Source: an optimization exercise on an open RTL-to-GDS flow (aim: small area, a short achievable clock period and few clock cycles). Production flows keep margins and buffers that such runs may drop.
In this exercise RTL edits were held to simulation tests only and were not proved equivalent to the original.
Power figures rest on the tool's default switching activity, not on a simulated workload.

==> flow/design.v (excerpt) <==
module hxp_stream (
    input  wire        clk,
    input  wire        rst,
    input  wire        in_valid,
    output wire        in_ready,
    input  wire [7:0]  in_data,
    input  wire        in_end,
    output wire        out_valid,
    input  wire        out_ready,
    output wire [31:0] out_addr,
    output wire [7:0]  out_len,
    output wire [7:0]  out_data,
    output wire        out_last,
    output wire        done,
    output wire [3:0]  res_code,
    output wire [31:0] res_line,
    output wire [15:0] res_ext,
    output wire [7:0]  res_calc,
    output wire [7:0]  res_decl,
    output wire [1:0]  res_cause
);
Settings: LEC_CHECK=0, ABC_AREA=1, CAP_MARGIN=20, CORE_MARGIN=2, CORE_UTILIZATION=40, CTS_BUF_LIST=sky130_fd_sc_hd__clkbuf_16 sky130_fd_sc_hd__clkbuf_8, CTS_CLUSTER_DIAMETER=100, CTS_CLUSTER_SIZE=28, PLACE_DENSITY=0.6, SETUP_SLACK_MARGIN=4.2, SLEW_MARGIN=20, TNS_END_PERCENT=20; clock period 6.5 ns.
run.sh (not shown) runs the stock make flow with config.mk's settings and CLKGATE_MAP_FILE= SYNTH_SCRIPT=/design/flow/synth_recipe.tcl, a recipe that flattens the netlist after the stock synthesis.
Testbench counts at the start, summed over its fixed seeds: cycles 85,465.
==> next run, changes <==
- SETUP_SLACK_MARGIN: 4.2 -> 3.9
- TNS_END_PERCENT: 20 -> not set
=> Core utilization decreases by 0.16 points; global-route usage is about the same; sequential share of layout area increases by 0.26 points.
==> next run, changes <==
- CORE_UTILIZATION: 40 -> 45
- CTS_CLUSTER_SIZE: 28 -> 30
- PLACE_DENSITY: 0.6 -> 0.68
Cell area is lower slightly.
Worst hold slack got worse by 0.0041 ns.
Clock power fell by a few percent.
Global-route usage came out higher by 1.4 points.
Power shrinks slightly.
Via count drops slightly.
Worst setup slack gets better by 0.018 ns.
==> next run, changes <==
- CORE_UTILIZATION: 45 -> 40
- CTS_CLUSTER_SIZE: 30 -> 28
- PLACE_DENSITY: 0.68 -> 0.6
- SETUP_SLACK_MARGIN: 3.9 -> 4.5
- TNS_END_PERCENT: not set -> 20
The new run completed with no timing, DRC or antenna violations.
Routed wire length is higher by 4.5%.
Synthesized cell count stays the same.
Maximum frequency is about the same.
Power goes up by 2.8%.
Die area goes up by 12%.
Flip-flop and latch count is unchanged.
Non-clock buffer count rose by 60.
Core utilization shrinks by 4.4 points.
Synthesized area stays the same.

---

Starting RTL as in the previous note.
// hxp_stream
module hxp_stream (
    input  wire        clk,
    input  wire        rst,
    input  wire        in_valid,
    output wire        in_ready,
    input  wire [7:0]  in_data,
    input  wire        in_end,
    output wire        out_valid,
    input  wire        out_ready,
    output wire [31:0] out_addr,
    output wire [7:0]  out_len,
    output wire [7:0]  out_data,
    output wire        out_last,
    output wire        done,
    output wire [3:0]  res_code,
    output wire [31:0] res_line,
    output wire [15:0] res_ext,
    output wire [7:0]  res_calc,
    output wire [7:0]  res_decl,
    output wire [1:0]  res_cause
);
clock: 6.5 ns
lec_check: 0
abc_area: 1
cap_margin: 20
core_margin: 2
core_utilization: 45
cts_buf_list: sky130_fd_sc_hd__clkbuf_16 sky130_fd_sc_hd__clkbuf_8
cts_cluster_diameter: 100
cts_cluster_size: 28
place_density: 0.68
setup_slack_margin: 3.9
slew_margin: 20
Testbench counts at the start, summed over its fixed seeds: cycles 85,465.
Edit:
- CAP_MARGIN: 20 -> 5
- CORE_UTILIZATION: 45 -> 40
- CTS_CLUSTER_SIZE: 28 -> 30
- PLACE_DENSITY: 0.68 -> 0.6
- SLEW_MARGIN: 20 -> 5
Result:
- global-route usage decreases by 1.5 points
- worst setup slack gets worse by 22 ps
- area after synthesis stays the same
- total power decreases by 0.50%
- synthesized cell count stays the same
- first-iteration DRC count came out lower by 3.2%
- count of clock-buffer cells in the layout shrinks by 10
- via count climbs by 0.45%
- final area increases by 0.49%
- die area is higher by 12%
- wire length grows by 1.6%
Edit:
- ABC_AREA: 1 -> not set
- CAP_MARGIN: 5 -> 20
- SLEW_MARGIN: 5 -> 20
Final area goes up slightly.
Wire length goes down by a few percent.
Total power went down slightly.
Hold slack hardly moves.
Global-route usage goes down by 0.78 points.
Via count went down by roughly a tenth.
Register-to-register slack gets worse by 100 ps.
Setup slack got worse by 23 ps.
Clock-buffer cell count increases by 4.
Non-clock buffer count went up by 7.

---

build 12:
Starting RTL as in the previous note.
## hxp_stream
module hxp_stream (
    input  wire        clk,
    input  wire        rst,
    input  wire        in_valid,
    output wire        in_ready,
    input  wire [7:0]  in_data,
    input  wire        in_end,
    output wire        out_valid,
    input  wire        out_ready,
    output wire [31:0] out_addr,
    output wire [7:0]  out_len,
    output wire [7:0]  out_data,
    output wire        out_last,
    output wire        done,
    output wire [3:0]  res_code,
    output wire [31:0] res_line,
    output wire [15:0] res_ext,
    output wire [7:0]  res_calc,
    output wire [7:0]  res_decl,
    output wire [1:0]  res_cause
);
make LEC_CHECK=0 ABC_AREA=1 CAP_MARGIN=20 CORE_MARGIN=2 CORE_UTILIZATION=40 CTS_BUF_LIST='sky130_fd_sc_hd__clkbuf_16 sky130_fd_sc_hd__clkbuf_8' CTS_CLUSTER_DIAMETER=100 CTS_CLUSTER_SIZE=30 PLACE_DENSITY=0.6 SETUP_SLACK_MARGIN=4.2 SLEW_MARGIN=20 finish   # period 6.5 ns
Testbench counts of build 12, summed over its fixed seeds: cycles 85,465.
diff inputs: build 12 => build 79
Settings: swapping 4.2 for 3.9 in SETUP_SLACK_MARGIN.
--- outcome ---
- Changes observed in build 79 relative to build 12: mean routed wirelength per cell saw an increase, shortest period the worst path allows closely matched the old numbers, slack of the critical path has remained practically unchanged.
- From build 12 to build 79 the numbers moved as follows: clock power roughly the same, total power has decreased, part of the power in the clock network rose by 0.2 points.
- Placed cell count: build 12 vs build 79 — no meaningful difference
- Against build 12, build 79 reports a total internal power that is lower.
Relative to build 79, the following input files were edited for build 62:
Settings: changing CORE_UTILIZATION from 40 to 50; changing PLACE_DENSITY from 0.6 to 0.75; changing CTS_CLUSTER_SIZE from 30 to 28.
[summary]
Having completed the whole flow, build 62 delivered a layout that passed the timing, design-rule and antenna checks. Delta (build 62 minus build 79): biggest fanout along the worst timing path went up; global routing usage summed across all routing layers went up; hold slack did not really move; placer congestion estimate went up. Taking build 79 over build 62, the met2 wire length ratio works out to 0.948. Build 62 falls short of build 79 in worst-case setup margin in the final layout. Diff build 62..build 79 | cell depth of the worst flop-to-flop path | unchanged.

---

Another version of the RTL of hxp_stream (not shown whole).
Size: ~3800 cells after synthesis, roughly 2400 flip-flops, roughly 60000 sq um of cells after synthesis.
clock: 6.5 ns
lec_check: 0
cap_margin: 20
core_margin: 2
core_utilization: 40
cts_buf_list: sky130_fd_sc_hd__clkbuf_16 sky130_fd_sc_hd__clkbuf_8
cts_cluster_diameter: 100
cts_cluster_size: 30
place_density: 0.6
setup_slack_margin: 3.9
slew_margin: 20
The starting point completed with no timing, DRC or antenna violations.
Testbench counts at the start, summed over its fixed seeds: cycles 85,465.
Edit:
Settings changed: CTS_CLUSTER_SIZE 30 to 24, SETUP_SLACK_MARGIN 3.9 to 4.5.
Area after synthesis stays the same.
Register-to-register slack improved by 0.07 ns.
Sequential share of layout area is lower by 4.7 points.
Routed wire length rises by roughly a tenth.
Worst setup slack improved by 0.024 ns.
Non-clock buffer count climbs by 179.
Power rose by roughly a tenth.
Clock-buffer cell count rose by 20.
Synthesized cell count does not change.
Worst hold slack gets better by 0.0034 ns.

---

sierra:
hxp_stream, a different RTL version from the one above (not shown whole).
Size in the first run: roughly 4600 cells after synthesis, roughly 2400 flip-flops, about 140 I/O pins.
==> flow/design.v (excerpt) <==
module hxp_stream (
    input  wire        clk,
    input  wire        rst,
    input  wire        in_valid,
    output wire        in_ready,
    input  wire [7:0]  in_data,
    input  wire        in_end,
    output wire        out_valid,
    input  wire        out_ready,
    output wire [31:0] out_addr,
    output wire [7:0]  out_len,
    output wire [7:0]  out_data,
    output wire        out_last,
    output wire        done,
    output wire [3:0]  res_code,
    output wire [31:0] res_line,
    output wire [15:0] res_ext,
    output wire [7:0]  res_calc,
    output wire [7:0]  res_decl,
    output wire [1:0]  res_cause
);
    localparam [9:0]  LEAD = 10'd9;      
    localparam [1:0] CAUSE_LENGTH   = 2'd0;
    localparam [1:0] CAUSE_DIGIT    = 2'd1;
    localparam [1:0] CAUSE_EXTSHORT = 2'd2;
    reg        is_hex_in;
    reg [3:0]  val_in;
    always @(*) begin
        is_hex_in = 1'b1;
        val_in    = in_data[3:0];
        if (in_data >= "0" && in_data <= "9")
            val_in = in_data[3:0];
        else if ((in_data >= "A" && in_data <= "F") || (in_data >= "a" && in_data <= "f"))
            val_in = in_data[3:0] + 4'd9;
        else
            is_hex_in = 1'b0;
    end
  ...
make LEC_CHECK=0 ABC_AREA=1 CAP_MARGIN=20 CORE_MARGIN=2 CORE_UTILIZATION=45 CTS_BUF_LIST='sky130_fd_sc_hd__clkbuf_16 sky130_fd_sc_hd__clkbuf_8' CTS_CLUSTER_DIAMETER=100 CTS_CLUSTER_SIZE=28 GPL_ROUTABILITY_DRIVEN=0 PLACE_DENSITY=0.68 SETUP_SLACK_MARGIN=3.9 SLEW_MARGIN=20 finish   # period 6.5 ns
Testbench counts of sierra, summed over its fixed seeds: cycles 85,465.
For ember, these inputs were changed with respect to sierra:
- swapping 0.68 for 0.62 in PLACE_DENSITY
- clearing GPL_ROUTABILITY_DRIVEN, which used to be 0
[summary]
- ember was carried through to the last stage, and its layout satisfied the timing, design-rule and antenna checks.
- Sort ember and sierra by final critical-path share of the clock period desc -> top: sierra
- As far as data arrival time of the critical path is concerned, ember and sierra perform about the same.
- From sierra to ember the numbers moved as follows: peak fanout along the critical path lower; routed metal-1 wirelength climbed 2.9%.
- ~same share of total power in the clock network in ember and sierra
- Diff sierra -> ember: final area neither gained nor lost much, power attributed to the clock group picked up an extra about 0.7%, smallest setup slack after layout picked up an extra 0.010 ns.
- ~same utilization in ember and sierra
Edits applied to the flow inputs when going from ember to umber:
- a change of PLACE_DENSITY from 0.62 to 0.6
- a change of CORE_UTILIZATION from 45 to 40
- a change of CTS_CLUSTER_SIZE from 28 to 30
==> summary.txt <==
umber | stages: all done | timing, DRC, antenna: all pass. ember → umber: non-clock inverter count in the final layout flat, floorplan core area +12%, switching part of the total rose by 0.28 points, number of antenna violations at the first check in global routing saw little to no change. Sort ember and umber by final standard cell utilization of the core, descending, and ember comes first. On die area: umber sits above ember. When umber is measured against ember, its non-clock buffer count turns out about 0.4% lower. Going from ember to umber, floorplan die height saw an increase, proportion of layout cells with a drive suffix above 1 saw little to no change, sequential portion of the cell area saw a decrease.
For yarrow, these inputs were changed with respect to umber:
- changing PLACE_DENSITY from 0.6 to 0.68
- changing CTS_CLUSTER_SIZE from 30 to 28
- changing CORE_UTILIZATION from 40 to 45
==> comparison <==
Against umber, design area in yarrow fell slightly. In yarrow, the maximum fanout along the worst path came out 1 below the value in umber. Changes observed in yarrow relative to umber: met2 usage climbed 2.6 points, via count of the first global-routing pass increased by 108 relative to the old numbers. Cmp umber and yarrow / design internal power / higher: yarrow. yarrow against umber: clock-pin slew on the worst setup and hold paths saw little to no change, worst setup slack saw a decrease.

-- separate check: timing with driven ports --
The flow's constraints put no driver on any port. The routed layouts listed below were extracted and timed again, unchanged, in two steps.
Step 1: set_driving_cell puts a clkbuf_16 on clk and a buf_2 on each other input, an assumption about the parent block.
Step 2 moves the port delays by t, midway between the first and last clock arrival at a register: inputs arrive t later, outputs are due t later. That takes back most of the time a late clock gives input paths.
a / b / c = ideal / step 1 / step 2; a / b = the first two.
| run | t, ns | setup slack, ns | clock arrival spread, ns | slew at the worst register clock pin (ns) | cell pins on the clock port's net |
|---|---|---|---|---|---|
| the first run of note 1 | 0.802 | 3.945 / 3.868 / 3.352 | 0.052 / 0.052 | 0.12 / 0.12 | 1 |
| the second run of note 1 | 0.818 | 3.916 / 3.840 / 3.239 | 0.062 / 0.063 | 0.12 / 0.12 | 1 |
| the third run of note 1 | 0.776 | 3.934 / 3.877 / 3.246 | 0.047 / 0.047 | 0.12 / 0.12 | 1 |
| the fourth run of note 1 | 0.811 | 3.930 / 3.854 / 3.363 | 0.055 / 0.055 | 0.12 / 0.12 | 1 |
| the first run of note 2 | 0.762 | 3.965 / 3.891 / 3.275 | 0.044 / 0.043 | 0.11 / 0.11 | 1 |
| the second run of note 2 | 0.791 | 3.942 / 3.867 / 3.266 | 0.067 / 0.066 | 0.12 / 0.12 | 1 |
| the third run of note 2 | 0.799 | 3.919 / 3.874 / 3.235 | 0.056 / 0.056 | 0.12 / 0.12 | 1 |
| build 12 | 0.795 | 3.944 / 3.867 / 3.484 | 0.040 / 0.041 | 0.12 / 0.12 | 1 |
| build 79 | 0.791 | 3.942 / 3.867 / 3.266 | 0.067 / 0.066 | 0.12 / 0.12 | 1 |
| build 62 | 0.774 | 3.896 / 3.867 / 3.239 | 0.045 / 0.045 | 0.11 / 0.11 | 1 |
| the first run of note 4 | 0.775 | 3.802 / 3.736 / 3.288 | 0.064 / 0.064 | 0.12 / 0.12 | 1 |
| the second run of note 4 | 0.802 | 3.826 / 3.756 / 3.451 | 0.052 / 0.052 | 0.10 / 0.10 | 1 |
| sierra | 0.782 | 3.951 / 3.885 / 3.311 | 0.055 / 0.055 | 0.12 / 0.12 | 1 |
| ember | 0.775 | 3.962 / 3.891 / 3.336 | 0.027 / 0.028 | 0.11 / 0.11 | 1 |
| umber | 0.784 | 3.961 / 3.891 / 3.194 | 0.041 / 0.041 | 0.12 / 0.12 | 1 |
| yarrow | 0.765 | 3.954 / 3.887 / 3.294 | 0.057 / 0.058 | 0.12 / 0.12 | 1 |
After both steps every run listed still meets setup and hold. The setup slack of umber, which loses most, moves by -0.070 ns with the drivers and by -0.767 ns with both steps.
